Source: an optimization exercise on an open RTL-to-GDS flow (aim: small area, a short achievable clock period and few clock cycles per item). Production flows keep margins and buffers that such runs may drop.
In this exercise RTL edits were held to simulation tests only and were not proved equivalent to the original.
Power figures rest on the tool's default switching activity, not on a simulated workload.

<file path="flow/flow/run.sh">
#!/bin/bash
# The standard layout (standard.sh) with two changes:
#  - ABC maps for area (map -a) in synthesis: ORFS's scripts are copied and
#    their abc_area.script replaced with flow/abc_area.script (ABC_AREA is
#    set in config.mk); synthesis is otherwise the standard flow's own, so the registers
#    and their names are the standard synthesis's;
#  - the port buffers are buf_2 cells instead of the default delay buffers.
# The make output goes to standard.log; each step's log is under orfs/logs.
set -euo pipefail
rm -rf scripts_abc
cp -r "$FLOW_HOME/scripts" scripts_abc
cp flow/abc_area.script scripts_abc/abc_area.script
export SCRIPTS_DIR="$PWD/scripts_abc"
export BUFFER_PORTS_ARGS="-buffer_cell sky130_fd_sc_hd__buf_2"
bash standard.sh > standard.log 2>&1
</file>
<file path="flow/flow/abc_area.script">
strash
dch
map -a
topo
stime -c
buffer -c
upsize -c
dnsize -c
</file>
<file path="flow/standard.sh">
#!/bin/bash
# synth_recipe.tcl (not shown) runs the flow's synth.tcl, then flattens the netlist and writes it again
# the make line also repeats each setting of config.mk as NAME=value (left out here)
make -C /OpenROAD-flow-scripts/flow DESIGN_CONFIG=/design/flow/config.mk WORK_HOME=/design/flow/orfs CLKGATE_MAP_FILE= SYNTH_SCRIPT=/design/flow/synth_recipe.tcl "${@:-finish}"
</file>
<file path="flow/config.mk">
export PLATFORM = sky130hd
export DESIGN_NAME = rtp_h264_depkt32
export DESIGN_NICKNAME = rtp_h264_depkt32
export VERILOG_FILES = /design/flow/design.v
export SDC_FILE = /design/flow/constraint.sdc
export NUM_CORES = 4
export LEC_CHECK = 0
export ABC_AREA = 1
export CAP_MARGIN = 20
export CORE_MARGIN = 2
export CORE_UTILIZATION = 40
export SETUP_SLACK_MARGIN = 3.0
export SLEW_MARGIN = 20
</file>
<file path="flow/constraint.sdc">
create_clock -name core_clock -period 7.0 [get_ports {clk}]
set_input_delay 1.4000 -clock core_clock [delete_from_list [all_inputs] [get_ports {clk}]]
set_output_delay 1.4000 -clock core_clock [all_outputs]
set_load 0.01 [all_outputs]
</file>
<file path="flow/design.v">
module depkt_core (
    input  wire        clk,
    input  wire        rst,
    input  wire        cfg_strict_f,
    input  wire        cfg_zero_byte,
    input  wire        in_valid,
    output wire        in_ready,
    input  wire [31:0] in_data,
    input  wire [2:0]  in_cnt,
    input  wire        in_last,
    output wire        out_valid,
    input  wire        out_ready,
    output reg  [31:0] out_data,
    output reg  [2:0]  out_cnt,
    output wire        res_valid,
    output wire [2:0]  res_cause,
    output wire [4:0]  res_flags
);
    localparam [2:0] C_OK         = 3'd0;
    localparam [2:0] C_SHORT      = 3'd1;
    localparam [2:0] C_FBIT       = 3'd2;
    localparam [2:0] C_TRUNC_DON  = 3'd3;
    localparam [2:0] C_TRUNC_SIZE = 3'd4;
    localparam [2:0] C_TRUNC_EXTRA= 3'd5;
    localparam [2:0] C_ZERO_SIZE  = 3'd6;
    localparam [2:0] C_TRUNC_UNIT = 3'd7;
    localparam [2:0] S_IDLE  = 3'd0;    
    localparam [2:0] S_COPY  = 3'd1;    
    localparam [2:0] S_DRAIN = 3'd2;    
    localparam [2:0] S_SZ    = 3'd3;    
    localparam [2:0] S_HDR   = 3'd4;    
    localparam [2:0] S_UNIT  = 3'd5;    
    localparam [2:0] S_RES   = 3'd6;    
    localparam [2:0] S_SKIP  = 3'd7;    
    reg  [2:0]  st;
    reg  [1:0]  p;           
    reg  [3:0]  e;           
    reg  [1:0]  ph;          
    reg  [1:0]  at;          
    reg  [15:0] remain;      
    reg  [2:0]  err;         
    reg  [4:0]  flags;
    reg         ufbit;       
    function [4:0] classify(input [4:0] t);
        case (t)
            5'd1: classify = 5'b01000;    
            5'd5: classify = 5'b10000;    
            5'd6: classify = 5'b00100;    
            5'd7: classify = 5'b00001;    
            5'd8: classify = 5'b00010;    
            default: classify = 5'b00000;
        endcase
    endfunction
    function [3:0] runl(input [1:0] a);
        runl = (a == 2'd2) ? 4'd5 : (a == 2'd3) ? 4'd6 : 4'd2;
    endfunction
    wire [7:0] b0 = in_data[7:0];
    wire [7:0] b1 = in_data[15:8];
    wire [4:0] t0 = b0[4:0];
    wire is_single = (t0 != 5'd0) && (t0[4:3] != 2'b11);
    wire is_ag     = (t0[4:2] == 3'b110);
    wire is_fu     = (t0[4:1] == 4'b1110);
    wire is_fub    = t0[0];
    wire fu_start  = b1[7];
    wire [2:0] idle_err = (in_last && !in_cnt[2] && !(in_cnt[1] && in_cnt[0])) ? C_SHORT :
                          (cfg_strict_f && b0[7])                            ? C_FBIT :
                          (is_fu && is_fub && in_last && in_cnt == 3'd3)     ? C_TRUNC_DON : C_OK;
    wire [1:0]  sh = p;
    reg  [31:0] shifted;
    always @(*) begin
        case (sh)
            2'd0: shifted = in_data;
            2'd1: shifted = {8'hxx, in_data[31:8]};
            2'd2: shifted = {16'hxxxx, in_data[31:16]};
            default: shifted = {24'hxxxxxx, in_data[31:24]};
        endcase
    end
    wire [7:0] hsel = shifted[7:0];    
    reg  [3:0] zbl;
    integer i;
    always @(*)
        for (i = 0; i < 4; i = i + 1)
            zbl[i] = (in_data[8*i +: 5] == 5'd6) || (in_data[8*i +: 5] == 5'd7) ||
                     (in_data[8*i +: 5] == 5'd8);
    wire       zb4  = cfg_zero_byte && zbl[p];
    wire [3:0] cnt4    = {1'b0, in_cnt};
    wire [3:0] cnt1h   = {in_cnt[2], !in_cnt[2] && in_cnt[1] && in_cnt[0],
                          !in_cnt[2] && in_cnt[1] && !in_cnt[0], !in_cnt[2] && !in_cnt[1]};
    wire       e_hi    = e[3] || e[2];
    wire       seg_all = e_hi || (cnt1h[2] && e[1] && e[0]) || (cnt1h[1] && e[1]) ||
                         (cnt1h[0] && (e[1] || e[0]));
    wire       seg_end = (e == 4'd0) || (cnt1h[3] && (!e[3] && !(e[2] && (e[1] || e[0])))) ||
                         (cnt1h[2] && !e_hi) || (cnt1h[1] && !e_hi && !(e[1] && e[0])) ||
                         (cnt1h[0] && !e_hi && !e[1]);
    reg  [2:0] avail;
    always @(*) begin
        case ({in_cnt, p})
            5'b100_00: avail = 3'd4;
            5'b100_01, 5'b011_00: avail = 3'd3;
            5'b100_10, 5'b011_01, 5'b010_00: avail = 3'd2;
            default: avail = 3'd1;
        endcase
    end
    wire [2:0] seg_n   = (e[3:2] == 2'b00 || e == 4'd4) ? e[2:0] - {1'b0, p} : avail;
    wire [15:0] size_next = {(ph == 2'd0) ? shifted[7:0] : remain[15:8],
                             (ph == 2'd0) ? ((p != 2'd3) ? shifted[15:8] : remain[7:0]) :
                             (ph == 2'd1) ? shifted[7:0] : remain[7:0]};
    wire        rem_zero  = (remain == 16'd0);
    wire [15:0] remain_dec = remain + {14'h3fff, p};      
    reg        emit;         
    reg        prefix;       
    reg        fuhdr;        
    reg        bdone;        
    reg  [2:0] ncopy;        
    always @(*) begin
        emit   = 1'b0;
        prefix = 1'b0;
        fuhdr  = 1'b0;
        bdone  = 1'b0;
        ncopy  = avail;
        case (st)
            S_IDLE: begin
                emit   = is_single || (is_fu && fu_start);
                prefix = is_single;
                fuhdr  = is_fu && fu_start;
            end
            S_COPY: begin
                emit  = 1'b1;
                bdone = 1'b1;
            end
            S_DRAIN, S_SKIP: bdone = 1'b1;
            S_SZ:    bdone = seg_all;
            S_HDR: begin
                emit   = !rem_zero;
                prefix = 1'b1;
            end
            S_UNIT: begin
                emit   = 1'b1;
                ncopy  = seg_n;
                bdone  = seg_all;
            end
            default: ;
        endcase
    end
    wire active = in_valid && (st != S_RES);
    wire wants  = (st == S_IDLE) || (st == S_COPY) || (st == S_HDR) || (st == S_UNIT);
    wire fire   = active && (!wants || out_ready);
    wire ending = fire && bdone && in_last;
    assign out_valid = in_valid && (((st == S_IDLE) && (is_single || (is_fu && fu_start))) ||
                                    (st == S_COPY) || (st == S_UNIT) ||
                                    ((st == S_HDR) && !rem_zero));
    assign in_ready  = in_valid && (((st == S_COPY) && out_ready) || (st == S_DRAIN) || (st == S_SKIP) ||
                                    ((st == S_SZ) && seg_all) ||
                                    ((st == S_UNIT) && seg_all && out_ready));
    assign res_valid = (st == S_RES) || (st == S_COPY && in_valid && in_last && out_ready);
    assign res_cause = (st != S_RES) ? C_OK :
                       (err == C_TRUNC_UNIT && rem_zero) ? C_ZERO_SIZE : err;
    assign res_flags = (st == S_RES && err != C_OK) ? 5'd0 : flags;
    wire       sel_pre = (st == S_IDLE) || (st == S_HDR);
    wire       sel_e   = (st == S_UNIT) && (e[3:2] == 2'b00 || e == 4'd4);
    wire [2:0] emp     = e[2:0] - {1'b0, p};
    wire       big     = zb4 || ((st == S_IDLE) && t0[4] && t0[3]);
    wire [7:0] lane3   = (st == S_IDLE) ? ((t0[4] && t0[3]) ? {b0[7:5], b1[4:0]} : 8'h01) :
                         (st == S_HDR)  ? 8'h01 : in_data[31:24];
    always @(*) begin
        out_data[31:24] = lane3;
        out_data[23:16] = sel_pre ? {7'd0, !zb4} : shifted[23:16];
        out_data[15:0]  = sel_pre ? 16'd0 : shifted[15:0];
        out_cnt         = sel_pre ? {big, !big, !big} : sel_e ? emp : avail;
    end
    reg [2:0] end_cause;
    always @(*) begin
        case (st)
            S_IDLE: end_cause = idle_err;
            S_SZ:   end_cause = (in_cnt == {1'b0, p}) ? C_OK :      
                                seg_end ? C_TRUNC_UNIT :
                                (ph == 2'd0 && avail == 3'd1) ? C_TRUNC_SIZE :
                                C_TRUNC_EXTRA;
            S_UNIT: end_cause = !seg_end ? C_TRUNC_UNIT : ufbit ? C_FBIT : C_OK;
            default: end_cause = err;
        endcase
    end
    wire [4:0] cls = classify((st == S_IDLE && is_fu) ? b1[4:0] : hsel[4:0]);
    wire       do_cls = (st == S_IDLE) ? (is_single || (is_fu && fu_start)) : (st == S_HDR);
    always @(posedge clk) begin
        if (rst) begin
            st <= S_IDLE;
            p  <= 2'd0;
        end else if (st == S_RES) begin
            st <= S_IDLE;
        end else if (fire) begin
            if (do_cls || st == S_IDLE)
                flags <= ((st == S_IDLE) ? 5'd0 : flags) | (do_cls ? cls : 5'd0);
            case (st)
                S_IDLE: begin
                    err <= idle_err;
                    ph  <= 2'd0;
                    at  <= t0[1:0];
                    if (is_single)
                        st <= S_COPY;
                    else if (is_fu) begin
                        if (is_fub)
                            st <= S_SKIP;
                        else begin
                            st <= S_COPY;
                            p  <= 2'd2;
                        end
                    end else if (is_ag) begin
                        st <= S_SZ;
                        if (t0[1:0] == 2'd0) begin
                            p <= 2'd1;
                            e <= 4'd3;
                        end else begin
                            p <= 2'd3;
                            e <= 4'd3 + runl(t0[1:0]);
                        end
                    end else
                        st <= S_DRAIN;
                    if (idle_err != C_OK)
                        st <= S_DRAIN;
                end
                S_SKIP:
                    st <= S_COPY;
                S_SZ: begin
                    remain <= size_next;
                    if (seg_end) begin
                        st <= S_HDR;
                        p  <= e[1:0];
                    end else begin
                        e  <= e - 4'd4;
                        ph <= (ph == 2'd0 && p == 2'd3) ? 2'd1 : 2'd2;
                    end
                end
                S_HDR: begin
                    ufbit <= cfg_strict_f && hsel[7];
                    e     <= (remain[15:3] != 13'd0) ? 4'hf : {2'b00, p} + {1'b0, remain[2:0]};
                    if (rem_zero) begin
                        err <= C_ZERO_SIZE;
                        st  <= S_DRAIN;
                    end else
                        st <= S_UNIT;
                end
                S_UNIT: begin
                    if (seg_end) begin
                        ph <= 2'd0;
                        p  <= e[1:0];
                        e  <= (seg_all ? 4'd0 : {2'b00, e[1:0]}) + runl(at);
                        if (ufbit) begin
                            err <= C_FBIT;
                            st  <= S_DRAIN;
                        end else
                            st <= S_SZ;
                    end else begin
                        if (!in_last)
                            remain <= remain_dec;
                        e <= (remain_dec[15:3] != 13'd0) ? 4'hf : {1'b0, remain_dec[2:0]};
                    end
                end
                default: ;
            endcase
            if (bdone)
                p <= 2'd0;
            if (ending && st != S_COPY) begin
                st  <= S_RES;
                err <= end_cause;
            end else if (ending)
                st <= S_IDLE;
        end
    end
endmodule
module rtp_h264_depkt32 (
    input  wire        clk,
    input  wire        rst,
    input  wire        cfg_strict_f,
    input  wire        cfg_zero_byte,
    input  wire        in_valid,
    output wire        in_ready,
    input  wire [31:0] in_data,
    input  wire [2:0]  in_cnt,
    input  wire        in_last,
    output wire        out_valid,
    input  wire        out_ready,
    output wire [31:0] out_data,
    output wire [2:0]  out_cnt,
    output wire        res_valid,
    output wire [2:0]  res_cause,
    output wire [4:0]  res_flags
);
    depkt_core core (
        .clk(clk), .rst(rst),
        .cfg_strict_f(cfg_strict_f), .cfg_zero_byte(cfg_zero_byte),
        .in_valid(in_valid), .in_ready(in_ready), .in_data(in_data), .in_cnt(in_cnt),
        .in_last(in_last),
        .out_valid(out_valid), .out_ready(out_ready), .out_data(out_data), .out_cnt(out_cnt),
        .res_valid(res_valid), .res_cause(res_cause), .res_flags(res_flags)
    );
endmodule
</file>
==> notes.md, run 1 <==
* Status: finished clean
* Drt pass-1 iters at 5
* Layout Cells excl Fill at 819
* Area Growth Syn to Fin at 24.6%
* Commonest non-fill, non-tap cells in the layout: nor2_1, nand2_1, inv_1, buf_2, o21ai_0
* Req. time, crit path at 5.60 ns
* Net Sw Frac at between 30% and 40%
* DR top layer: met4
* EDFF count, synth at 33
* Async S/R FF share, synth at 0%
* Net Sw Power at between 0.2 and 0.3 mW
* Synthesized area at 3990 um2
* Peak supply drop at 0.0731 mV
* Post-DRT Antenna Nets at 0
* Congestion Overflow GR at 0
* Final estimated routing congestion in global placement at 0.967
* Clock Power Share at 20.7%
* Pint at 0.444 mW
* Crit-path max FO at 4
* Hold WC Path Type: flip-flop to flip-flop
* MaxCap Viol Count at 0
* Synth warn at 1
* Initial antenna violation count at 0
* Cell row count at 36
* DRC violations left at 0
* RSZ-0062 raised after global routing: yes
* DRT iter0 DRCs at 464
* Layout cell share with drive strength beyond 1 at 26.8%
* Worst-Margin Slew at 0.785 ns
* DR vias at 4577
* Syn_area_per_cell at 6.82 um2
* Total Routing Usage GR at about a quarter
* Top-Level Pins at slightly below 90
* Place WS at 2.82 ns
* Vias/cell at 5.59
* H-tree Lvls at 2
* Period minus WS final at 4.04 ns
* Die Y at 104 um
* Maximum number of pins on one net before global-route repair at 22
* Most common cell after layout, fill and taps aside: nor2_1
* Fmax at roughly 250 MHz
* Pins Over Slew Limit at 0
* Register area share after synthesis at 27.3%
* Crit path cell chain: buf_2 > inv_1 > nand4_1 > a31oi_1 > o2111ai_1 > nand2_1 > nor2_4 > a31o_4 > buf_6
* Number of global-route vias before repair at around 4300
* Syn Inst Count at 585
* Setup tns final at 0 ns
* Metal3 WL at 1.16 mm
* Flops & latches, synth at 38
* WS Path Type: input port to primary output
* Leakage power at 2.18 nW
* Cell variety after synth at 58
* Die Area at 10800 um2
* Sequential power share at 36.2%
* Cts bufs inserted at 5
* Final Instance Area at 4970 um2
* Critical-path top delay cell: a31o_4
* Post-synth top flop: edfxtp_1
* Crit start category: input port
* Metal-1 WL at 6.50 mm
* CTS tree: yes
* Placed cell area at 4560 um2
* Final period util at between 50% and 60%
* Metal2 WL at ~6.4 mm
* Final Skew at 0.00997 ns
* Root Buffer: clkbuf_8
* Final setup vio count at 0
* Hold Buf Count CTS at 0
* Worst hold-check slack at about 0.58 ns
* Antenna cell count at 0
* Syn nets at 637
* PwrDens at between 100 and 150 nW/um2
* Setup slack after layout at 2.96 ns
* Combinational fraction of design power at around 43%
* Hold Fails Final Rpt at 0
* Clock slew at reported path FFs at 0.07 ns
* CORE AREA at slightly below 10000 um2
* Worst path arrival time at 2.64 ns
* Fill cells at just under 1000
* DIE WIDTH at a little over 100 um
* Worst-Skew Late Latency at ~0.3 ns
* HPWL after DPL at 11.3 mm
* Routed length per instance at roughly 17 um
* Crit. End Element: primary output
* Layout net count at 737
* Slew HR at a little under half
* TritonCTS Sinks at 38
* Max incr delay on CP at 0.23 ns
* Routed WL at 14.3 mm
* I/O Buffers at 87
* Inst Count DP at 796
* Clock buffer depth at 2
* Starting density of the core at 41.0%
* First-pass GRT wire length at about 22 mm
## registers in the layout, indices dropped and copies added, names as in the netlist
register     cells
core.st          3
core.at          2
core.e           4
core.ufbit       1
core.err         3
core.flags       5
core.p           2
core.ph          2
core.remain     16
## timing repair
item / 4_1_cts / 5_1_grt
endpoints found under the setup margin: 9 / 9
gates resized for setup: 26 / 30
hold endpoints to repair: 0 / 0
buffers inserted: 5 / 9
gates cloned: 0 / 1
pin swaps: 9 / 12
## critical path, delay by kind of cell
| kind | cells | cell delay [ns] |
|---|---|---|
| buffers and inverters | 3 | 0.36 |
| AO/OA/AOI/OAI | 3 | 0.57 |
| AND/OR/NAND/NOR | 3 | 0.31 |
## cell usage after synthesis, types with 2 or more instances
master / count / area [um2]
nand2_1: 83 / 312
a32oi_1: 2 / 17.5
nor3_2: 2 / 20.0
o2111ai_1: 5 / 43.8
a22oi_1: 9 / 67.6
xnor2_1: 4 / 35.0
o21bai_1: 3 / 22.5
inv_1: 82 / 308
ha_1: 7 / 87.6
o21ai_0: 47 / 235
nand4_1: 7 / 43.8
a31o_2: 2 / 17.5
nor2_1: 100 / 375
clkbuf_1: 7 / 26.3
nor2_4: 8 / 90.1
a21oi_1: 29 / 145
xor2_1: 11 / 96.3
a211oi_1: 4 / 30.0
fa_1: 3 / 60.1
dfxtp_1: 5 / 100
nor3_1: 12 / 60.1
o211ai_1: 3 / 22.5
edfxtp_1: 33 / 991
buf_4: 3 / 22.5
nand3_1: 16 / 80.1
or2_2: 3 / 18.8
o221ai_1: 3 / 26.3
a31oi_1: 7 / 43.8
nor2_2: 10 / 62.6
a221oi_2: 2 / 30.0
inv_2: 18 / 67.6
mux2i_1: 3 / 30.0
o22ai_1: 19 / 119
nor4_1: 5 / 31.3
a221oi_1: 5 / 43.8
## power by group through the flow
stage               sequential [mW]  combinational [mW]  clock [mW]
floorplan                     0.267               0.181           0
global placement              0.272               0.279           0
detailed placement            0.272               0.280           0
CTS                           0.267               0.294       0.153
global route                  0.268               0.349       0.162
finish                        0.268               0.318       0.153
## kinds of logic (layout without fill, tap and decap cells)
| group | after synthesis | after routing | share of synthesized area, % |
|---|---|---|---|
| compound gates | 150 | 150 | 24.3 |
| xor+xnor | 15 | 15 | 3.29 |
| fa+ha+maj | 10 | 10 | 3.70 |
| buf+inv | 114 | 215 | 11.1 |
| flops | 38 | 38 | 27.3 |
| mux | 3 | 3 | 0.752 |
| simple gates | 255 | 255 | 29.6 |
## final timing paths
check	start	to	slack (ns)	depth (start not counted)
max reg2reg	core.p[0]$_SDFFE_PP0P_	core.e[2]$_DFFE_PP_	3.83	11
min reg2reg	core.st[0]$_SDFFE_PN0P_	core.st[0]$_SDFFE_PN0P_	0.58	2
min	core.st[0]$_SDFFE_PN0P_	core.st[0]$_SDFFE_PN0P_	0.58	2
max	in_data[10]	out_cnt[0]	2.96	9
## area by class of cell
type / instances / area (um2) / area share, %
Clock buffer: 6 / 72.6 / 1.46
Clock inverter: 2 / 8.76 / 0.176
Sequential cell: 38 / 1090 / 22.0
Tap cell: 133 / 166 / 3.35
Timing Repair Buffer: 104 / 638 / 12.8
Timing Repair inverter: 1 / 5.00 / 0.101
Inverter: 102 / 398 / 8.00
Multi-Input combinational cell: 433 / 2590 / 52.1
## metal layers
layer	vias to the layer above	GRT usage (%)
li1	2202	-
met2	237	39.7
met1	2114	37.8
met4	0	6.85
met5	-	0
met3	24	3.45
## stage by stage
stage	total power [mW]	utilization [%]
floorplan	0.448	-
global placement	0.551	46.9
detailed placement	0.552	46.9
CTS	0.715	49.1
global route	0.779	51.1
finish	0.739	51.1
Testbench counts, summed over its fixed seeds: cycles 48,649, in bytes 177,094.
==> run 2, diff against run 1 <==
--- a/flow/config.mk
+++ b/flow/config.mk
@@ -9,5 +9,5 @@
 export CAP_MARGIN = 20
 export CORE_MARGIN = 2
 export CORE_UTILIZATION = 40
-export SETUP_SLACK_MARGIN = 3.0
+export SETUP_SLACK_MARGIN = 2.7
 export SLEW_MARGIN = 20
==> run 2 against run 1 <==
Non-clock buffer count fell by 14. Total power fell by 4.7%. Design area is 6.5% lower. Setup slack worse by 0.20 ns. Via count fell by 1.5%. Still clean on timing, DRC and antenna. Synthesized area did not move. Highest routed layer unchanged. Register-to-register slack about the same. Sequential power about the same. Utilization fell by 3.3 points. Fmax fell by 4.7%.
==> notes.md, run 2 <==
* TritonCTS Sinks at 38
* Fmax at 236 MHz
* Setup tns final at 0 ns
* Crit-path max FO at 20
* Clock Power Share at 21.5%
* EDFF count, synth at 33
* DIE WIDTH at ~100 um
* Net Sw Power at 0.282 mW
* Total Routing Usage GR at ~26%
* Sequential power share at approximately 38%
* Status: finished clean
* Slew HR at 47.3%
* Antenna cell count at 0
* Top-Level Pins at a little under 90
* Routed WL at around 14 mm
* Period minus WS final at 4.24 ns
* Clock buffer depth at 2
* Net Sw Frac at 40.1%
* Crit. End Element: primary output
* Post_cts resized at 0
* RSZ-0062 raised after global routing: no
* Worst-Skew Late Latency at 0.29 ns
* Final setup vio count at 0
* CTS tree: yes
* R2R depth at 11
* MaxCap Viol Count at 0
* DRC violations left at 0
* Hold WC Path Type: flip-flop to flip-flop
* Layout Cells excl Fill at ~800
* CP Launch Point: core.p[0]$_SDFFE_PP0P_
* Routed length per instance at 17.3 um
* Top reg by flops: core.remain
* Syn nets at 637
* Worst hold-check slack at 0.578 ns
* Post-DRT Antenna Nets at 0
* First-pass GRT wire length at between 20 and 25 mm
* Root Buffer: clkbuf_8
* Post-synth top cells: nor2_1, nand2_1, inv_1, o21ai_0, edfxtp_1
* R2r setup slk at roughly 3.8 ns
* Congestion Overflow GR at 0
* Cts bufs inserted at 5
* Number of global-route vias before repair at 4276
* Syn_area_per_cell at approximately 7 um2
* Clock slew at reported path FFs at approximately 0.080 ns
* Final estimated routing congestion in global placement at 0.967
* Hold Buf Count CTS at 0
* Leakage power at 2.07 nW
* Most common cell after layout, fill and taps aside: nor2_1
* Layout net count at 722
* DR vias at 4507
* Post-synth top flop: edfxtp_1
* Inst Count DP at a little under 800
* Top flop regs: core.remain x16, core.flags x5, core.e x4
* Leading area contributor after synthesis: edfxtp_1
* WS Path Type: flip-flop to primary output
* Req. time, crit path at 5.60 ns
* I/O Buffers at 87
* Placed cell area at 4560 um2
* PwrDens at between 150 and 200 nW/um2
* Worst-Margin Slew at just under 0.8 ns
* Combinational fraction of design power at between 40% and 50%
* Critical Path End: out_cnt[0]
* Vias/cell at 5.61
* Synth area leaders: edfxtp_1, nor2_1, nand2_1
* CORE AREA at 9730 um2
* Area Growth Syn to Fin at 16.6%
* Pins Over Slew Limit at 0
* Async S/R FF share, synth at 0%
* Drt pass-1 iters at 5
* Maximum number of pins on one net before global-route repair at 22
* Syn Inst Count at 585
* Register area share after synthesis at 27.3%
* Worst path arrival time at between 2 and 3 ns
* R2R Path End: core.e[2]$_DFFE_PP_
* Die Y at 104 um
* Fill cells at 1023
* Peak supply drop at ~0.071 mV
* Hold path depth at 2
* Initial antenna violation count at 0
* Final period util at 60.5%
* H-tree Lvls at 2
* Commonest non-fill, non-tap cells in the layout: nor2_1, buf_2, nand2_1, inv_1, o21ai_0
* Cell variety after synth at 58
* Final Skew at around 0.0074 ns
* Cell row count at 36
* Starting density of the core at 41.0%
* Count leader, synth: nor2_1
* Flops & latches, synth at 38
* Final Instance Area at around 4700 um2
* Max reg flops at 16
* DRT iter0 DRCs at 395
* Yosys top cell area share at 24.8%
* Synthesized area at 3990 um2
* Die Area at approximately 11000 um2
* Synth warn at 1
* Worst r2r src: core.p[0]$_SDFFE_PP0P_
* Crit start category: flip-flop
* Post-CTS setup buffer count at 0
* Final Total Pwr at 0.704 mW
* HPWL after DPL at 11.3 mm
* Pint at 0.422 mW
* Layout cell share with drive strength beyond 1 at 22.8%
* Hold Fails Final Rpt at 0
[run 2: cell counts after synthesis]
Identical to the previous run, type by type.
[run 2: area by class of cell]
| type | count | area, um2 | share of cell area (%) |
|---|---|---|---|
| Multi-Input combinational cell | 433 | 2460 | 53.0 |
| Sequential cell | 38 | 1090 | 23.5 |
| Timing Repair Buffer | 90 | 458 | 9.84 |
| Inverter | 102 | 388 | 8.34 |
| Tap cell | 133 | 166 | 3.58 |
| Clock buffer | 6 | 72.6 | 1.56 |
| Clock inverter | 2 | 8.76 | 0.188 |
[run 2: how the worst min path moves through the flow]
stage	startpoint	slack, ns	end
after floorplan	core.st[0]$_SDFFE_PN0P_	0.50	core.st[0]$_SDFFE_PN0P_
after global placement	core.st[0]$_SDFFE_PN0P_	0.55	core.st[0]$_SDFFE_PN0P_
after detailed placement	core.st[0]$_SDFFE_PN0P_	0.55	core.st[0]$_SDFFE_PN0P_
after CTS	core.st[0]$_SDFFE_PN0P_	0.57	core.st[0]$_SDFFE_PN0P_
after global routing	core.st[0]$_SDFFE_PN0P_	0.63	core.st[0]$_SDFFE_PN0P_
final	core.st[0]$_SDFFE_PN0P_	0.58	core.st[0]$_SDFFE_PN0P_
[run 2: logic make-up (layout without fill, tap and decap cells)]
kind of cell,Yosys count,in the layout,synth area share (%)
and+or+nand+nor,255,255,29.6
xor gates and xnor gates,15,15,3.29
adders and majority gates,10,10,3.70
AOI/OAI and AO/OA,150,150,24.3
DFF,38,38,27.3
muxes,3,3,0.752
buffers and inverters,114,200,11.1
[run 2: routing by layer]
layer	up-vias	part of all wire [%]	GRT usage, %
li1	2179	-	-
met1	2082	45	37.4
met2	227	44	39.3
met3	19	8.7	3.63
met4	0	1.5	7.05
met5	-	0	0
[run 2: metrics by stage]
step,setup slack (ns),util (%)
finish,2.76,47.8
floorplan,3.12,-
global route,2.70,47.8
detailed placement,2.82,46.9
global placement,2.88,46.9
CTS,2.77,47.7
[run 2: power groups by stage]
stage | combinational, mW | clock (mW) | sequential, mW
4_1_cts | 0.281 | 0.153 | 0.267
3_5_place_dp | 0.280 | 0 | 0.272
3_3_place_gp | 0.279 | 0 | 0.272
5_1_grt | 0.315 | 0.162 | 0.268
2_1_floorplan | 0.181 | 0 | 0.267
6_report | 0.285 | 0.151 | 0.268
[run 2: worst max-delay path: stages (launching register included)]
cell	delay (ns)
dfxtp_2	0.54
inv_2	0.11
nor2_2	0.36
clkinvlp_4	0.45
nor2_1	0.21
a31oi_1	0.07
o2111ai_1	0.13
nand2_1	0.09
nor2_1	0.26
a31o_2	0.19
buf_2	0.13
==> run 3, diff against run 2 <==
--- a/flow/config.mk
+++ b/flow/config.mk
@@ -8,6 +8,6 @@
 export ABC_AREA = 1
 export CAP_MARGIN = 20
 export CORE_MARGIN = 2
-export CORE_UTILIZATION = 40
-export SETUP_SLACK_MARGIN = 2.7
+export CORE_UTILIZATION = 60
+export SETUP_SLACK_MARGIN = 2.9
 export SLEW_MARGIN = 20
==> run 3 against run 2 <==
Final cell count decreased by 6.2%. Global-route usage increased by 12 points. Sequential cell count unchanged. Critical path depth increased by 2. Fmax increased by 2.7%. First-iteration DRC count increased by 75%. Largest power group unchanged. Synthesized area unchanged. Critical path type is now input port to primary output. Clock power increased by 7%. Utilization increased by 27 points. Sequential share of layout area decreased by 0.53 points.
==> notes.md, run 3 <==
* Worst-Skew Late Latency at about 0.30 ns
* CTS tree: yes
* Pins Over Slew Limit at 0
* WS Path Type: input port to primary output
* Leading area contributor after synthesis: edfxtp_1
* Antenna cell count at 0
* Reg area at approximately 1100 um2
* TritonCTS Sinks at 38
* Final estimated routing congestion in global placement at ~1.0
* Setup tns final at 0 ns
* Worst path arrival time at roughly 2.7 ns
* DRC violations left at 0
* Buf/Inv on CP at 5
* First-pass GRT wire length at 21.7 mm
* Register area share after synthesis at 27.3%
* Sequential power share at a little over a third
* Fmax at 243 MHz
* Worst r2r src: core.p[0]$_SDFFE_PP0P_
* Final Skew at 0.00738 ns
* R2R depth at 12
* Count leader, synth: nor2_1
* Cts bufs inserted at 5
* EDFF count, synth at 33
* DR vias at between 4000 and 5000
* Congestion Overflow GR at 0
* Synth Area in XOR/XNOR at 3.29%
* Req. time, crit path at ~5.6 ns
* Hold Fails Final Rpt at 0
* Fill cells at 540
* Inst Count DP at between 700 and 800
* Routed WL at 14.1 mm
* Drt pass-1 iters at 10
* Final Core Density at 74.4%
* Most common cell after layout, fill and taps aside: nor2_1
* Max reg flops at 16
* Die Area at 7320 um2
* Starting density of the core at 62.5%
* Post-DRT Antenna Nets at 0
* Mux cell area share after synthesis at 0.752%
* MaxCap Viol Count at 0
* Async S/R FF share, synth at 0%
* Synthesized area at 3990 um2
* Final Instance Area at between 4000 and 5000 um2
* Final setup vio count at 0
* Levels on crit path at 12
* Final period util at 58.9%
* Pint at ~0.44 mW
* Crit path cell chain: buf_6 > inv_2 > nor2_4 > inv_2 > nor2_4 > inv_1 > o22ai_2 > a211oi_2 > nand2_1 > nand2_1 > a31o_2 > buf_2
* Vias/cell at between 6 and 7
* Net Sw Frac at 39.6%
* Crit-path max FO at 5
* Max incr delay on CP at 0.29 ns
* Root Buffer: clkbuf_8
* Layout Cells excl Fill at 754
* Leakage power at 2.12 nW
* DIE WIDTH at approximately 86 um
* RSZ-0062 raised after global routing: yes
* Largest family of logic cells by synthesized area: simple AND/OR/NAND/NOR gates
* Synth area leaders: edfxtp_1, nor2_1, nand2_1
* Syn_area_per_cell at 6.82 um2
* Slew HR at 48.3%
* I/O Buffers at 87
* Placed cell area at 4480 um2
* Synth warn at 1
* HPWL after DPL at 10.9 mm
* Status: finished clean
* Post-synth top cells: nor2_1, nand2_1, inv_1, o21ai_0, edfxtp_1
* CP Launch Point: in_cnt[1]
* Layout net count at 728
* Top delay family on crit path: compound AO/OA/AOI/OAI gates
* DRT iter0 DRCs at 692
* Clock slew at reported path FFs at around 0.080 ns
* PwrDens at 155 nW/um2
* Post-synthesis adder-cell area fraction at 3.70%
* Syn Inst Count at 585
* CORE AREA at approximately 6400 um2
* Post-synth top flop: edfxtp_1
* Total Routing Usage GR at 37.5%
* Layout cell share with drive strength beyond 1 at 25.3%
* Clock Power Share at 22.0%
* Critical-path top delay cell: a211oi_2
* Period minus WS final at 4.12 ns
* Peak supply drop at 0.113 mV
* Number of global-route vias before repair at 4334
* Top reg by flops: core.remain
* Yosys top cell area share at between 20 and 25%
* Flops & latches, synth at 38
* R2r setup slk at roughly 3.7 ns
* Initial antenna violation count at 0
* Simple-gate area share of the yosys netlist at 29.6%
* Multi-input logic area at 2560 um2
* Critical Path End: out_cnt[0]
* Net Sw Power at 0.291 mW
* Area Growth Syn to Fin at 19.1%
* Cell row count at 29
* Hold WC Path Type: flip-flop to flip-flop
* Clock buffer depth at 2
* R2R Path End: core.e[3]$_DFFE_PP_
* Final Total Pwr at 0.735 mW
* Top flop regs: core.remain x16, core.flags x5, core.e x4
* H-tree Lvls at 2
* Crit. End Element: primary output
* Cell variety after synth at slightly below 60
* Maximum number of pins on one net before global-route repair at 22
* Commonest non-fill, non-tap cells in the layout: nor2_1, nand2_1, buf_2, inv_1, o21ai_0
* Die Y at 85.6 um
* Combinational fraction of design power at approximately 41%
* Synth Area in Compound Gates at 24.3%
* Crit start category: input port
* Routed length per instance at between 15 and 20 um
* Worst-Margin Slew at 0.773 ns
* Top-Level Pins at 88
* Syn nets at 637
## run 3: changes by cell type in the layout (fill, tap and decap cells not counted), sizes merged
| cell | previous run | this run |
|---|---|---|
| nor2 | 119 | 120 |
| inv | 99 | 100 |
| buf | 90 | 95 |
| clkbuf | 6 | 8 |
| clkinv | 4 | 2 |
| clkinvlp | 1 | 0 |
## run 3: repair_timing
item                       4_1_cts  5_1_grt
gates resized for setup          5       29
hold buffers                     0        0
setup buffers                    1        5
cloned                           0        1
pin swaps                        1       12
setup endpoints to repair       12       11
## run 3: through the flow
step / hold WS (ns) / setup slack, ns
after floorplan: 0.504 / 3.12
after global placement: 0.534 / 2.90
after detailed placement: 0.542 / 2.83
after CTS: 0.577 / 2.90
after global routing: 0.650 / 2.83
final: 0.630 / 2.88
## run 3: cells by family (layout without fill, tap and decap cells)
logic type,Yosys count,count (layout)
buf+inv,114,205
xor+xnor,15,15
simple gates,255,256
fa+ha+maj,10,10
compound gates,150,150
flops,38,38
mux,3,3
## run 3: cell type report
| type | instances | area share [%] |
|---|---|---|
| multi-input combinational | 434 | 53.8 |
| timing repair buffer | 95 | 11.1 |
| clock buffer | 8 | 1.90 |
| sequential | 38 | 23.0 |
| inverter | 102 | 8.19 |
| tap | 77 | 2.03 |
## run 3: worst min-delay path by stage
stage                                 start                       to  slack (ns)  depth (start not counted)
floorplan           core.st[0]$_SDFFE_PN0P_  core.st[0]$_SDFFE_PN0P_        0.50                          2
CTS                 core.st[0]$_SDFFE_PN0P_  core.st[0]$_SDFFE_PN0P_        0.58                          2
detailed placement  core.st[0]$_SDFFE_PN0P_  core.st[0]$_SDFFE_PN0P_        0.54                          2
global placement    core.st[0]$_SDFFE_PN0P_  core.st[0]$_SDFFE_PN0P_        0.53                          2
finish              core.flags[3]$_DFFE_PP_  core.flags[3]$_DFFE_PP_        0.63                          2
global route        core.flags[3]$_DFFE_PP_  core.flags[3]$_DFFE_PP_        0.65                          2
## run 3: tightest hold or removal path: cells and delay by family, from the launching register on
family | cells | cell delay, ns
AOI/OAI and AO/OA | 1 | 0.11
DFF | 1 | 0.34
buffers and inverters | 1 | 0.06
## run 3: routing by layer
layer  vias up  GRT usage, %  part of all wire [%]
li1       2186             -                     -
met1      2140          52.6                    40
met2       382          60.6                    45
met3        47          6.64                    12
met4         0          9.09                   2.8
met5         -             0                     0
## run 3: power groups by stage
stage	combinational (mW)	clock, mW	sequential [mW]
6_report	0.304	0.162	0.269
2_1_floorplan	0.181	0	0.267
4_1_cts	0.279	0.160	0.267
5_1_grt	0.327	0.168	0.269
3_5_place_dp	0.274	0	0.271
3_3_place_gp	0.269	0	0.271
==> run 4, diff against run 3 <==
--- a/flow/config.mk
+++ b/flow/config.mk
@@ -8,6 +8,6 @@
 export ABC_AREA = 1
 export CAP_MARGIN = 20
 export CORE_MARGIN = 2
-export CORE_UTILIZATION = 60
+export CORE_UTILIZATION = 25
 export SETUP_SLACK_MARGIN = 2.9
 export SLEW_MARGIN = 20
==> run 4 against run 3 <==
Still clean. Clock skew rose by 0.0028 ns. Sequential power barely moved. Non-clock buffer count is 1 higher. Synthesized cell count stayed put. First-iteration DRC count is 33% lower. Count of clock-buffer cells in the layout decreased by 1. Setup slack better by 0.040 ns. Final cell count grew 19%. Global-route usage decreased by 21 points. Clock power increased by 56%.
==> notes.md, run 4 <==
* Status: finished clean
* Largest family of logic cells by synthesized area: simple AND/OR/NAND/NOR gates
* Post-synth top flop: edfxtp_1
* Vias/cell at 5.08
* Top flop regs: core.remain x16, core.flags x5, core.e x4
* Congestion Overflow GR at 0
* Pint at 0.522 mW
* Die Area at 17000 um2
* Yosys top cell area share at 24.8%
* Initial antenna violation count at 0
* Crit start category: input port
* DRT iter0 DRCs at 461
* RSZ-0062 raised after global routing: yes
* EDFF count, synth at 33
* Simple-gate area share of the yosys netlist at 29.6%
* MaxCap Viol Count at 0
* I/O Buffers at 87
* DIE WIDTH at 130 um
* Crit-path max FO at 3
* Net Sw Power at about 0.31 mW
* Layout net count at about 730
* Synth warn at 1
* Hold Buf Count CTS at 0
* PwrDens at 165 nW/um2
* Antenna cell count at 0
* First-pass GRT wire length at between 20 and 25 mm
* Clock slew at reported path FFs at 0.06 ns
* Commonest non-fill, non-tap cells in the layout: nor2_1, nand2_1, buf_2, inv_1, o21ai_0
* Clock Power Share at a little under a third
* Count leader, synth: nor2_1
* Crit. End Element: primary output
* Leakage power at 2.16 nW
* Multi-input logic area at roughly 2600 um2
* Net Sw Frac at a little under two fifths
* TritonCTS Sinks at 38
* Most common cell after layout, fill and taps aside: nor2_1
* Top-Level Pins at 88
* Placed cell area at 4670 um2
* H-tree Lvls at 2
* Clock buffer depth at 2
* Hold Fails Final Rpt at 0
* Post-DRT Antenna Nets at 0
* Worst-Margin Slew at 0.855 ns
* Final estimated routing congestion in global placement at ~0.95
* CTS tree: yes
* Synth area leaders: edfxtp_1, nor2_1, nand2_1
* Final setup vio count at 0
* Top reg by flops: core.remain
* Final Core Density at between 30% and 40%
* Mux cell area share after synthesis at less than 1%
* Area Growth Syn to Fin at 27.0%
* Place WS at 2.78 ns
* Die Y at ~130 um
* Number of global-route vias before repair at ~4100
* Routed length per instance at 16.4 um
* CORE AREA at 15800 um2
* Combinational fraction of design power at 37.8%
* Leading area contributor after synthesis: edfxtp_1
* Max reg flops at 16
* Fmax at between 200 and 250 MHz
* Final Instance Area at 5070 um2
* Pins Over Slew Limit at 0
* Final period util at 58.3%
* Synth Area in XOR/XNOR at 3.29%
* Setup slack after layout at 2.92 ns
* Drt pass-1 iters at 6
* WS Path Type: input port to primary output
* Syn Inst Count at 585
* Post-synth top cells: nor2_1, nand2_1, inv_1, o21ai_0, edfxtp_1
* Total Routing Usage GR at 16.9%
* Synth Area in Compound Gates at 24.3%
* Routed WL at 14.6 mm
* Starting density of the core at 25.3%
* Cell variety after synth at between 50 and 60
* Final Skew at 0.0101 ns
* Register area share after synthesis at a little over a quarter
* Synthesized area at 3990 um2
* Syn_area_per_cell at 6.82 um2
* Root Buffer: clkbuf_16
* Post-synthesis adder-cell area fraction at about 3.7%
* Cell row count at 46
* DRC violations left at 0
* Layout cell share with drive strength beyond 1 at 26.4%
* Sequential power share at between 30% and 40%
* Flops & latches, synth at 38
* Worst-Skew Late Latency at 0.30 ns
* Period minus WS final at ~4.1 ns
* Req. time, crit path at 5.60 ns
* Maximum number of pins on one net before global-route repair at 22
* Slew HR at 42.8%
* Peak supply drop at 0.0910 mV
* Async S/R FF share, synth at 0%
* Hold WC Path Type: flip-flop to flip-flop
* HPWL after DPL at about 12 mm
* Worst path arrival time at 2.68 ns
* Syn nets at 637
* Reg area at 1090 um2
* Fill cells at between 1500 and 2000
* Cts bufs inserted at 5
* DR vias at 4542
* Setup tns final at 0 ns
-- run 4: path summary, 6_finish.rpt --
| check | slack (ns) | cells past startpoint | endpoint | start |
|---|---|---|---|---|
| worst min register to register | 0.56 | 2 | core.st[0]$_SDFFE_PN0P_ | core.st[0]$_SDFFE_PN0P_ |
| worst max-delay path | 2.92 | 10 | out_cnt[1] | in_data[27] |
| worst max register to register | 3.92 | 11 | core.e[2]$_DFFE_PP_ | core.p[0]$_SDFFE_PP0P_ |
| worst min-delay path | 0.56 | 2 | core.st[0]$_SDFFE_PN0P_ | core.st[0]$_SDFFE_PN0P_ |
-- run 4: cell families (layout without fill, tap and decap cells) --
group	Yosys count	count (layout)
AOI/OAI and AO/OA	150	150
xor gates and xnor gates	15	15
adders and majority gates	10	10
buffers and inverters	114	207
DFF	38	38
muxes	3	3
and+or+nand+nor	255	255
-- run 4: worst max-delay path, stage by stage --
cell,delay [ns]
buf_8,0.08
inv_4,0.04
nor4_4,0.26
a31oi_1,0.07
o21ai_1,0.13
o2111ai_1,0.12
nand2_1,0.14
nor2_4,0.08
a31o_2,0.23
buf_6,0.12
-- run 4: through the flow --
stage,total power [mW],instances,hold slack (ns)
after floorplan,0.448,585,0.504
after global placement,0.557,879,0.541
after detailed placement,0.558,879,0.544
after CTS,0.809,887,0.553
after global routing,0.870,894,0.610
final,0.834,894,0.562
-- run 4: layout make-up --
type                       count  area share [%]
tap                          216            5.33
timing repair inverter         1          0.0988
sequential                    38            21.6
timing repair buffer          96            11.0
inverter                     102            7.80
multi-input combinational    433            51.0
clock inverter                 1           0.148
clock buffer                   7            3.04
-- run 4: power by group through the flow --
stage / sequential (mW) / combinational (mW) / clock, mW
after floorplan: 0.267 / 0.181 / 0
after global placement: 0.271 / 0.285 / 0
after detailed placement: 0.271 / 0.287 / 0
after CTS: 0.267 / 0.290 / 0.252
after global routing: 0.268 / 0.341 / 0.261
final: 0.267 / 0.315 / 0.252
-- run 4: layer usage --
| metal | part of all wire, % | vias up | global-route usage (%) |
|---|---|---|---|
| li1 | - | 2194 | - |
| met2 | 46 | 236 | 27.2 |
| met4 | 2.5 | 0 | 5.69 |
| met1 | 44 | 2075 | 23.2 |
| met3 | 7.4 | 37 | 2.50 |
| met5 | 0 | - | 0 |
-- run 4: repair_timing --
action,CTS,global route
pin swaps,1,17
endpoints found under the setup margin,6,5
buffers inserted,0,6
gates resized for setup,7,47
cloned,0,1
==> run 5, diff against run 4 <==
--- a/flow/config.mk
+++ b/flow/config.mk
@@ -8,6 +8,6 @@
 export ABC_AREA = 1
 export CAP_MARGIN = 20
 export CORE_MARGIN = 2
-export CORE_UTILIZATION = 25
+export CORE_UTILIZATION = 40
 export SETUP_SLACK_MARGIN = 2.9
 export SLEW_MARGIN = 20
==> run 5 against run 4 <==
Clock skew fell by 0.0038 ns. Count of clock-buffer cells in the layout fell by 1. Via count fell by 0.59%. Clock power fell by about 40%. Register-to-register slack got worse by 0.08 ns. Final cell count fell by 9.6%.
==> notes.md, run 5 <==
* DRT iter0 DRCs at 419
* First-pass GRT wire length at between 20 and 25 mm
* Drt pass-1 iters at 7
* Inst Count DP at between 700 and 800
* Final Core Density at about half
* Register area share after synthesis at 27.3%
* Worst-Skew Late Latency at roughly 0.29 ns
* Area Growth Syn to Fin at 19.7%
* Flops & latches, synth at 38
* Top reg by flops: core.remain
* Critical-path top delay cell: a31o_2
* Setup tns final at 0 ns
* Cell variety after synth at 58
* Combinational fraction of design power at 41.4%
* Final period util at 58.0%
* Die Y at 104 um
* MaxCap Viol Count at 0
* Worst path arrival time at 2.66 ns
* Setup slack after layout at 2.94 ns
* Crit. End Element: primary output
* Final estimated routing congestion in global placement at 0.967
* Place WS at 2.82 ns
* RSZ-0062 raised after global routing: yes
* Slew HR at between 40% and 50%
* I/O Buffers at 87
* DRC violations left at 0
* Vias/cell at 5.59
* CORE AREA at 9730 um2
* Routed WL at 14.1 mm
* Max incr delay on CP at roughly 0.24 ns
* DR vias at approximately 4500
* Layout Cells excl Fill at 808
* CTS tree: yes
* Crit path cell chain: buf_4 > nor2_4 > nand3_1 > a31oi_1 > o2111ai_1 > nand2_1 > nor2_2 > a31o_2 > buf_2
* Synthesized area at between 3000 and 4000 um2
* Sequential power share at 37.4%
* Req. time, crit path at 5.60 ns
* Peak supply drop at 0.0700 mV
* HPWL after DPL at between 10 and 15 mm
* Hold WC Path Type: flip-flop to flip-flop
* Most common cell after layout, fill and taps aside: nor2_1
* Status: finished clean
* Max reg flops at 16
* Net Sw Power at 0.287 mW
* Cell row count at 36
* Final Instance Area at 4780 um2
* Syn_area_per_cell at approximately 6.8 um2
* Leakage power at 2.09 nW
* Count leader, synth: nor2_1
* Pins Over Slew Limit at 0
* Initial antenna violation count at 0
* Antenna cell count at 0
* Clock slew at reported path FFs at ~0.080 ns
* Crit start category: input port
* Placed cell area at 4560 um2
* Total Routing Usage GR at roughly a quarter
* WS Path Type: input port to primary output
* Congestion Overflow GR at 0
* Async S/R FF share, synth at 0%
* PwrDens at 150 nW/um2
* Final Skew at 0.00639 ns
* Synth area leaders: edfxtp_1, nor2_1, nand2_1
* Net Sw Frac at 40.2%
* R2r setup slk at 3.84 ns
* Commonest non-fill, non-tap cells in the layout: nor2_1, nand2_1, buf_2, inv_1, o21ai_0
* Post-synth top cells: nor2_1, nand2_1, inv_1, o21ai_0, edfxtp_1
* Cts bufs inserted at 5
* Period minus WS final at 4.06 ns
* Syn nets at approximately 640
* Synth warn at 1
* Fmax at 246 MHz
* Number of global-route vias before repair at 4291
* TritonCTS Sinks at 38
* Top-Level Pins at 88
* Leading area contributor after synthesis: edfxtp_1
* Top flop regs: core.remain x16, core.flags x5, core.e x4
* Pint at between 0.4 and 0.5 mW
* Hold Buf Count CTS at 0
* Maximum number of pins on one net before global-route repair at 22
* Final setup vio count at 0
* Post-synth top flop: edfxtp_1
* DIE WIDTH at ~100 um
* Yosys top cell area share at 24.8%
* Die Area at approximately 11000 um2
* Clock Power Share at 21.1%
* Syn Inst Count at 585
* Layout cell share with drive strength beyond 1 at 24.9%
* Clock buffer depth at 2
* Crit-path max FO at 7
* Starting density of the core at a little over 40%
* Hold Fails Final Rpt at 0
* H-tree Lvls at 2
* EDFF count, synth at 33
* Routed length per instance at about 17 um
* Worst-Margin Slew at 0.793 ns
* Layout net count at 726
* Root Buffer: clkbuf_8
* Post-DRT Antenna Nets at 0
==> run 5: cell count changes in the layout (fill, tap and decap cells not counted), sizes merged <==
cell	previous run	this run
clkinv	2	4
clkinvlp	3	2
buf	96	93
clkbuf	7	6
==> run 5: metrics by stage <==
stage | total power, mW | hold slack (ns)
final | 0.715 | 0.582
after global routing | 0.758 | 0.626
after CTS | 0.704 | 0.566
after detailed placement | 0.552 | 0.548
after global placement | 0.551 | 0.549
after floorplan | 0.448 | 0.504
==> run 5: kinds of logic (layout without fill, tap and decap cells) <==
| kind of cell | count (synthesis) | after routing | share of synthesized area, % |
|---|---|---|---|
| adder cells (fa/ha/maj) | 10 | 10 | 3.70 |
| buffers and inverters | 114 | 204 | 11.1 |
| multiplexers | 3 | 3 | 0.752 |
| flip-flops | 38 | 38 | 27.3 |
| AO/OA/AOI/OAI | 150 | 150 | 24.3 |
| AND/OR/NAND/NOR | 255 | 255 | 29.6 |
| XOR/XNOR | 15 | 15 | 3.29 |
==> run 5: timing repair <==
item | in CTS | in global routing
endpoints found under the hold margin | 0 | 0
resized for setup | 7 | 21
pin swaps | 0 | 9
cloned | 0 | 1
endpoints found under the setup margin | 3 | 11
buffers inserted | 0 | 3
==> run 5: final timing paths <==
kind	start	endpoint	cells after the start
worst max-delay path	in_data[1]	out_cnt[1]	9
worst min-delay path	core.st[0]$_SDFFE_PN0P_	core.st[0]$_SDFFE_PN0P_	2
worst max register to register	core.p[0]$_SDFFE_PP0P_	core.e[2]$_DFFE_PP_	11
worst min register to register	core.st[0]$_SDFFE_PN0P_	core.st[0]$_SDFFE_PN0P_	2
==> run 5: final cells by class <==
cell class | instances | area, um2
sequential | 38 | 1090
clock buffer | 6 | 72.6
clock inverter | 2 | 8.76
timing repair buffer | 93 | 500
multi-input combinational | 433 | 2540
timing repair inverter | 1 | 5.00
fill | 1009 | 4950
inverter | 102 | 388
tap | 133 | 166
==> run 5: worst max-delay path, delay by kind of cell <==
kind | cells | cell delay (ns)
AO/OA/AOI/OAI | 3 | 0.58
buffers and inverters | 2 | 0.30
AND/OR/NAND/NOR | 4 | 0.37
==> run 5: power by group through the flow <==
stage | sequential (mW) | clock, mW | combinational, mW
after floorplan | 0.267 | 0 | 0.181
after global placement | 0.272 | 0 | 0.279
after detailed placement | 0.272 | 0 | 0.280
after CTS | 0.267 | 0.153 | 0.284
after global routing | 0.269 | 0.162 | 0.327
final | 0.268 | 0.151 | 0.296
==> run 5: routing by layer <==
layer	part of all wire [%]	vias up	track usage, %
li1	-	2187	-
met1	46	2088	37.7
met2	44	220	39.7
met3	8.0	20	3.63
met4	1.4	0	6.95
met5	0	-	0
==> run 6, diff against run 5 <==
==> flow/flow/abc_area.script (replaced) <==
strash
dc2
dch
map -a
topo
stime -c
buffer -c
upsize -c
dnsize -c
==> run 6 against run 5 <==
Clock skew about the same. Wire length down 1.3%. Sequential share of layout area up 0.71 points. Critical path depth unchanged. Sequential power increased by 12%. Die area decreased by 4.2%. Fmax down 0.16%. Non-clock buffer count up 1. First-iteration DRC count decreased by 20%. Largest cell class unchanged. Largest power group unchanged. Highest routed layer unchanged.
==> notes.md, run 6 <==
* Req. time, crit path at 5.60 ns
* Pins Over Slew Limit at 0
* Combinational fraction of design power at between 60% and 70%
* Sequential power share at 25.0%
* Largest family of logic cells by synthesized area: simple AND/OR/NAND/NOR gates
* Synth Area in Compound Gates at a little over a quarter
* Hold Buf Count CTS at 0
* Top flop regs: core.remain x16, core.flags x5, core.e x4
* Post-synth top flop: edfxtp_1
* Flops & latches, synth at 38
* Post-synth top cells: nor2_1, nand2_1, inv_1, o21ai_0
* First-pass GRT wire length at between 20 and 25 mm
* Hold_sp: core.st[1]$_SDFFE_PN0P_
* Synth Area in XOR/XNOR at 2.06%
* Layout cell share with drive strength beyond 1 at ~22%
* CORE AREA at 9240 um2
* Final Skew at 0.00676 ns
* R2R depth at 15
* Root Buffer: clkbuf_8
* CTS tree: yes
* Routed length per instance at 17.3 um
* Vias/cell at between 5 and 6
* Number of global-route vias before repair at 4358
* Max reg flops at 16
* Commonest non-fill, non-tap cells in the layout: nor2_1, nand2_1, buf_2, inv_1, o21ai_0
* Leakage power at 2.07 nW
* Clock buffer depth at 2
* Simple-gate area share of the yosys netlist at 27.8%
* Post-DRT Antenna Nets at 0
* Post-synthesis adder-cell area fraction at 3.87%
* DIE WIDTH at 102 um
* Pint at 0.596 mW
* Worst path arrival time at 2.67 ns
* H-tree Lvls at 2
* MaxCap Viol Count at 0
* Fmax at 246 MHz
* Worst-Margin Slew at between 0.9 and 1 ns
* HPWL after DPL at 11.0 mm
* Net Sw Frac at a little over 50%
* Yosys top cell area share at 26.0%
* Final setup vio count at 0
* Syn Inst Count at around 600
* Mux cell area share after synthesis at 0.262%
* R2r setup slk at 3.43 ns
* Crit start category: input port
* Hold endpoint: core.st[1]$_SDFFE_PN0P_
* Synth area leaders: edfxtp_1, nor2_1, nand2_1
* Maximum number of pins on one net before global-route repair at 25
* Initial antenna violation count at 0
* Hold WC Path Type: flip-flop to flip-flop
* Period minus WS final at 4.07 ns
* WS Path Type: input port to primary output
* Cell variety after synth at 46
* Final estimated routing congestion in global placement at 0.992
* Crit. End Element: primary output
* Cell row count at 35
* Total Routing Usage GR at a little over a quarter
* Layout net count at 725
* Clock Power Share at roughly an eighth
* Synth warn at 1
* I/O Buffers at 87
* Clock slew at reported path FFs at around 0.08 ns
* Hold Fails Final Rpt at 0
* Setup tns final at 0 ns
* Worst-Skew Late Latency at ~0.30 ns
* Most common cell after layout, fill and taps aside: nor2_1
* Final Total Pwr at 1.20 mW
* Slew HR at 37.4%
* Synthesized area at approximately 3800 um2
* R2R Path End: core.e[3]$_DFFE_PP_
* Net Sw Power at 0.607 mW
* DRC violations left at 0
* Congestion Overflow GR at 0
* Die Y at 102 um
* Hold path depth at 2
* Final period util at 58.1%
* TritonCTS Sinks at 38
* DRT iter0 DRCs at approximately 340
* Syn nets at 637
* Area Growth Syn to Fin at 21.1%
* Count leader, synth: nor2_1
* PwrDens at 260 nW/um2
* Status: finished clean
* Die Area at about 10000 um2
* Peak supply drop at 0.109 mV
* Routed WL at 13.9 mm
* Crit-path max FO at 6
* Top-Level Pins at 88
* RSZ-0062 raised after global routing: yes
* DR vias at between 4000 and 5000
* Top reg by flops: core.remain
* Syn_area_per_cell at 6.53 um2
* Register area share after synthesis at about 29%
* Worst hold-check slack at 0.605 ns
* Leading area contributor after synthesis: edfxtp_1
* Starting density of the core at ~41%
* Cts bufs inserted at 5
* Worst r2r src: core.p[0]$_SDFFE_PP0P_
* Drt pass-1 iters at 5
* Antenna cell count at 0
* EDFF count, synth at 33
* Async S/R FF share, synth at 0%
[run 6: cell types whose count changed in the layout (fill, tap and decap cells not counted), moves of 5 or more]
| cell | before | now |
|---|---|---|
| o21ai_1 | 1 | 6 |
| o22ai_1 | 17 | 11 |
| nand2_1 | 82 | 94 |
| nor3_1 | 11 | 16 |
| xor2_1 | 11 | 4 |
| o21ai_0 | 46 | 52 |
| a31oi_1 | 7 | 15 |
[run 6: worst max-delay path: stages]
cell and delay, ns:
buf_2 0.16, nor2_4 0.10, inv_2 0.05, a21oi_2 0.13
a22oi_2 0.09, o21ai_2 0.27, o211ai_1 0.13, a31oi_1 0.18
buf_2 0.15
[run 6: worst max path at each step]
stage,from,end,depth (start not counted)
floorplan,in_cnt[1],core.remain[10]$_DFFE_PP_,9
global placement,in_data[3],out_valid,8
detailed placement,in_data[3],out_valid,8
CTS,in_data[3],out_valid,8
global route,in_cnt[1],in_ready,10
finish,in_cnt[2],in_ready,9
[run 6: cell families (layout without fill, tap and decap cells)]
family / count (synthesis) / in the layout
multiplexers: 1 / 1
flip-flops: 38 / 38
AO/OA/AOI/OAI: 164 / 164
buffers and inverters: 113 / 202
AND/OR/NAND/NOR: 250 / 250
adder cells (fa/ha/maj): 10 / 10
XOR/XNOR: 9 / 9
[run 6: through the flow]
step / setup slack, ns / instance area (um2) / util [%] / cells
global route: 2.85 / 4620 / 50.0 / 803
CTS: 2.83 / 4500 / 48.7 / 800
detailed placement: 2.65 / 4400 / 47.6 / 792
floorplan: 3.19 / 3820 / - / 585
finish: 2.93 / 4620 / 50.0 / 803
global placement: 2.73 / 4400 / 47.6 / 792
[run 6: area by class of cell]
class                   count  area [um2]
inverters                 100         378
repair buffers             94         499
fillers                  1006        4620
multi-input cells         434        2410
well taps                 129         161
clock inverters             3        16.3
flip-flops and latches     38        1090
clock buffers               5        68.8
[run 6: power by group through the flow]
stage | Combinational, mW | Sequential (mW) | Clock, mW
floorplan | 0.449 | 0.305 | 0
detailed placement | 0.700 | 0.305 | 0
finish | 0.744 | 0.300 | 0.159
global route | 0.814 | 0.303 | 0.165
CTS | 0.706 | 0.300 | 0.157
global placement | 0.698 | 0.305 | 0
[run 6: timing repair]
action	CTS	global route
gates cloned	0	0
buffers inserted	0	3
gates resized for setup	4	24
setup endpoints to repair	4	10
pin swaps	0	7
[run 6: per-layer routing]
layer / GRT usage, % / share of wire [%] / up-vias
li1: - / - / 2193
met1: 35.3 / 43 / 1999
met2: 43.7 / 44 / 285
met3: 3.66 / 9.9 / 42
met4: 10.7 / 3.7 / 0
met5: 0 / 0 / -
==> run 7, diff against run 6 <==
--- a/flow/config.mk
+++ b/flow/config.mk
@@ -9,5 +9,5 @@
 export CAP_MARGIN = 20
 export CORE_MARGIN = 2
 export CORE_UTILIZATION = 40
-export SETUP_SLACK_MARGIN = 2.9
+export SETUP_SLACK_MARGIN = 2.6
 export SLEW_MARGIN = 20
==> run 7 against run 6 <==
Wire length fell by 2.4%. Utilization shrank 1.3 points. Global-route usage barely moved. Die area did not move. Synthesized area unchanged. Hold slack better by 0.0041 ns. Critical path type is now flip-flop to primary output. Largest cell class unchanged.
==> notes.md, run 7 <==
* Number of global-route vias before repair at between 4000 and 5000
* Die Area at 10300 um2
* Final Skew at 0.00466 ns
* Syn_area_per_cell at 6.53 um2
* Final setup vio count at 0
* Clock buffer depth at 2
* Max incr delay on CP at 0.48 ns
* Synthesized area at 3820 um2
* Worst path arrival time at 2.81 ns
* First-pass GRT wire length at 21.3 mm
* Worst-Skew Late Latency at 0.29 ns
* Buf/Inv on CP at 4
* H-tree Lvls at 2
* Cts bufs inserted at 5
* Syn Inst Count at 585
* TritonCTS Sinks at 38
* PwrDens at 260 nW/um2
* Synth warn at 1
* Yosys top cell area share at 26.0%
* Congestion Overflow GR at 0
* Hold Buf Count CTS at 0
* Leakage power at between 2 and 2.5 nW
* I/O Buffers at 87
* Hold_sp: core.st[1]$_SDFFE_PN0P_
* Final Instance Area at 4500 um2
* Peak supply drop at 0.108 mV
* Count leader, synth: nor2_1
* R2r setup slk at about 3.4 ns
* Total Routing Usage GR at 26.6%
* Crit start category: flip-flop
* Status: finished clean
* R2R depth at 15
* Synth area leaders: edfxtp_1, nor2_1, nand2_1
* Post_cts resized at 0
* Top reg by flops: core.remain
* DRT iter0 DRCs at 303
* Top delay family on crit path: simple AND/OR/NAND/NOR gates
* Async S/R FF share, synth at 0%
* Crit-path max FO at 22
* Routed WL at 13.6 mm
* Top-Level Pins at 88
* Pins Over Slew Limit at 0
* Commonest non-fill, non-tap cells in the layout: nor2_1, nand2_1, buf_2, inv_1, o21ai_0
* Hold Fails Final Rpt at 0
* RSZ-0062 raised after global routing: yes
* Hold endpoint: core.st[1]$_SDFFE_PN0P_
* Flops & latches, synth at 38
* Fill cells at 1019
* WS Path Type: flip-flop to primary output
* Clock slew at reported path FFs at 0.08 ns
* Critical-path top delay cell: nor2_1
* Hold path depth at 2
* Setup tns final at 0 ns
* Max reg flops at 16
* DRC violations left at 0
* CTS tree: yes
* Most common cell after layout, fill and taps aside: nor2_1
* Vias/cell at 5.58
* Crit path cell chain: nor2_1 > buf_4 > inv_2 > nor2_1 > inv_2 > nor2_1 > nor2_1 > a31o_2 > buf_2
* Layout cell share with drive strength beyond 1 at 19.7%
* DR vias at ~4500
* Area Growth Syn to Fin at 17.9%
* Drt pass-1 iters at 5
* R2R Path End: core.e[3]$_DFFE_PP_
* Worst path most repeated cell: nor2_1
* MaxCap Viol Count at 0
* Layout net count at 722
* Post-DRT Antenna Nets at 0
* Cell row count at 35
* Post-synth top cells: nor2_1, nand2_1, inv_1, o21ai_0
* Cell variety after synth at 46
* Maximum number of pins on one net before global-route repair at 25
* EDFF count, synth at 33
* Antenna cell count at 0
* Period minus WS final at 4.21 ns
* CORE AREA at 9240 um2
* Post-synth top flop: edfxtp_1
* Die Y at 102 um
* Register area share after synthesis at 28.6%
* HPWL after DPL at 11.0 mm
* Starting density of the core at between 40% and 50%
* Worst-Margin Slew at 1.04 ns
* Root Buffer: clkbuf_8
* Routed length per instance at 16.9 um
* Crit. End Element: primary output
* Req. time, crit path at between 5 and 6 ns
* Fmax at 237 MHz
* Hold WC Path Type: flip-flop to flip-flop
* Leading area contributor after synthesis: edfxtp_1
* Syn nets at 637
* Post-CTS setup buffer count at 0
* Placed cell area at 4400 um2
* Final period util at approximately 60%
* Top flop regs: core.remain x16, core.flags x5, core.e x4
* Final estimated routing congestion in global placement at between 0.9 and 1
* DIE WIDTH at 102 um
* Initial antenna violation count at 0
* Slew HR at between 20% and 30%
* Worst r2r src: core.p[0]$_SDFFE_PP0P_
==> run 7: cells by family after synthesis <==
logic type | synth area share [%]
DFF | 28.6
adders and majority gates | 3.87
xor gates and xnor gates | 2.06
muxes | 0.262
AOI/OAI and AO/OA | 26.3
buffers and inverters | 11.1
and+or+nand+nor | 27.8
==> run 7: metal layers <==
| layer | up-vias | GRT usage (%) | part of all wire, % |
|---|---|---|---|
| li1 | 2171 | - | - |
| met1 | 2023 | 35.3 | 44 |
| met3 | 33 | 3.66 | 8.6 |
| met2 | 239 | 43.4 | 44 |
| met4 | 0 | 11.0 | 3.4 |
| met5 | - | 0 | 0 |
==> run 7: area by class of cell <==
type,instances,area [um2],share of cell area [%]
multi-input combinational,434,2320,51.6
sequential,38,1090,24.2
timing repair buffer,91,465,10.3
inverter,100,375,8.34
tap,129,161,3.59
clock buffer,5,68.8,1.53
clock inverter,3,16.3,0.361
==> run 7: worst reg2reg max path: cells and delay by family, from the launching register on <==
| kind | cells | cell delay (ns) |
|---|---|---|
| AND/OR/NAND/NOR | 7 | 1.22 |
| AO/OA/AOI/OAI | 2 | 0.51 |
| buffers and inverters | 3 | 0.36 |
| flip-flops | 1 | 0.30 |
| XOR/XNOR | 1 | 0.17 |
| adder cells (fa/ha/maj) | 2 | 0.70 |
==> run 7: report_power, final <==
part           total (mW)  switching, mW  internal (mW)
logic               0.717          0.487          0.230
registers           0.300         0.0144          0.285
clock network       0.155         0.0864         0.0684
total                1.17          0.588          0.583
==> run 7: worst max-delay path by stage <==
stage	start	to	slack, ns	cells after the start
4_1_cts	in_data[3]	out_valid	2.64	8
6_report	core.st[0]$_SDFFE_PN0P_	out_cnt[0]	2.79	9
2_1_floorplan	in_cnt[1]	core.remain[10]$_DFFE_PP_	3.19	9
3_5_place_dp	in_data[3]	out_valid	2.65	8
3_3_place_gp	in_data[3]	out_valid	2.73	8
5_1_grt	core.st[0]$_SDFFE_PN0P_	out_data[31]	2.60	9
==> run 7: metrics by stage <==
step	setup slack, ns	total power [mW]	std cells	util (%)	hold WS, ns
after global placement	2.73	1.00	792	47.6	0.584
after CTS	2.64	1.16	800	48.6	0.606
after floorplan	3.19	0.754	585	-	0.532
final	2.79	1.17	800	48.7	0.609
after detailed placement	2.65	1.01	792	47.6	0.594
after global routing	2.60	1.25	800	48.7	0.643

separate check: timing with driven ports:
No port has a modelled driver above. Below, the same layouts with a new extraction and two added sets of constraints. Step 1 assumes that a clkbuf_16 drives the clock port and a buf_2 every other input. Step 2 moves the port delays by t, midway between the first and last clock arrival at a register: inputs arrive t later, outputs are due t later. That takes back most of the time a late clock gives input paths. Three values: ideal ports, drivers, drivers and shift; two values: the first two.
run | shift t [ns] | setup slack, ns | hold slack, ns | clock arrival spread, ns | pins driven straight from the clock port
run 1 | 0.330 | 2.962 / 2.925 / 2.925 | 0.575 / 0.575 / 0.575 | 0.010 / 0.010 | 1
run 2 | 0.328 | 2.764 / 2.727 / 2.756 | 0.578 / 0.578 / 0.578 | 0.008 / 0.008 | 1
run 3 | 0.325 | 2.877 / 2.846 / 2.846 | 0.630 / 0.630 / 0.630 | 0.008 / 0.008 | 1
run 4 | 0.333 | 2.917 / 2.866 / 2.866 | 0.562 / 0.562 / 0.562 | 0.011 / 0.010 | 1
run 5 | 0.328 | 2.940 / 2.902 / 2.902 | 0.582 / 0.582 / 0.582 | 0.007 / 0.007 | 1
run 6 | 0.331 | 2.934 / 2.906 / 2.906 | 0.605 / 0.605 / 0.605 | 0.007 / 0.006 | 1
run 7 | 0.326 | 2.789 / 2.754 / 2.769 | 0.609 / 0.609 / 0.609 | 0.005 / 0.005 | 1
After both steps setup and hold are still met in every run listed. For run 4, which loses most, drivers alone change the setup slack by -0.051 ns; drivers and shift together by -0.051 ns.
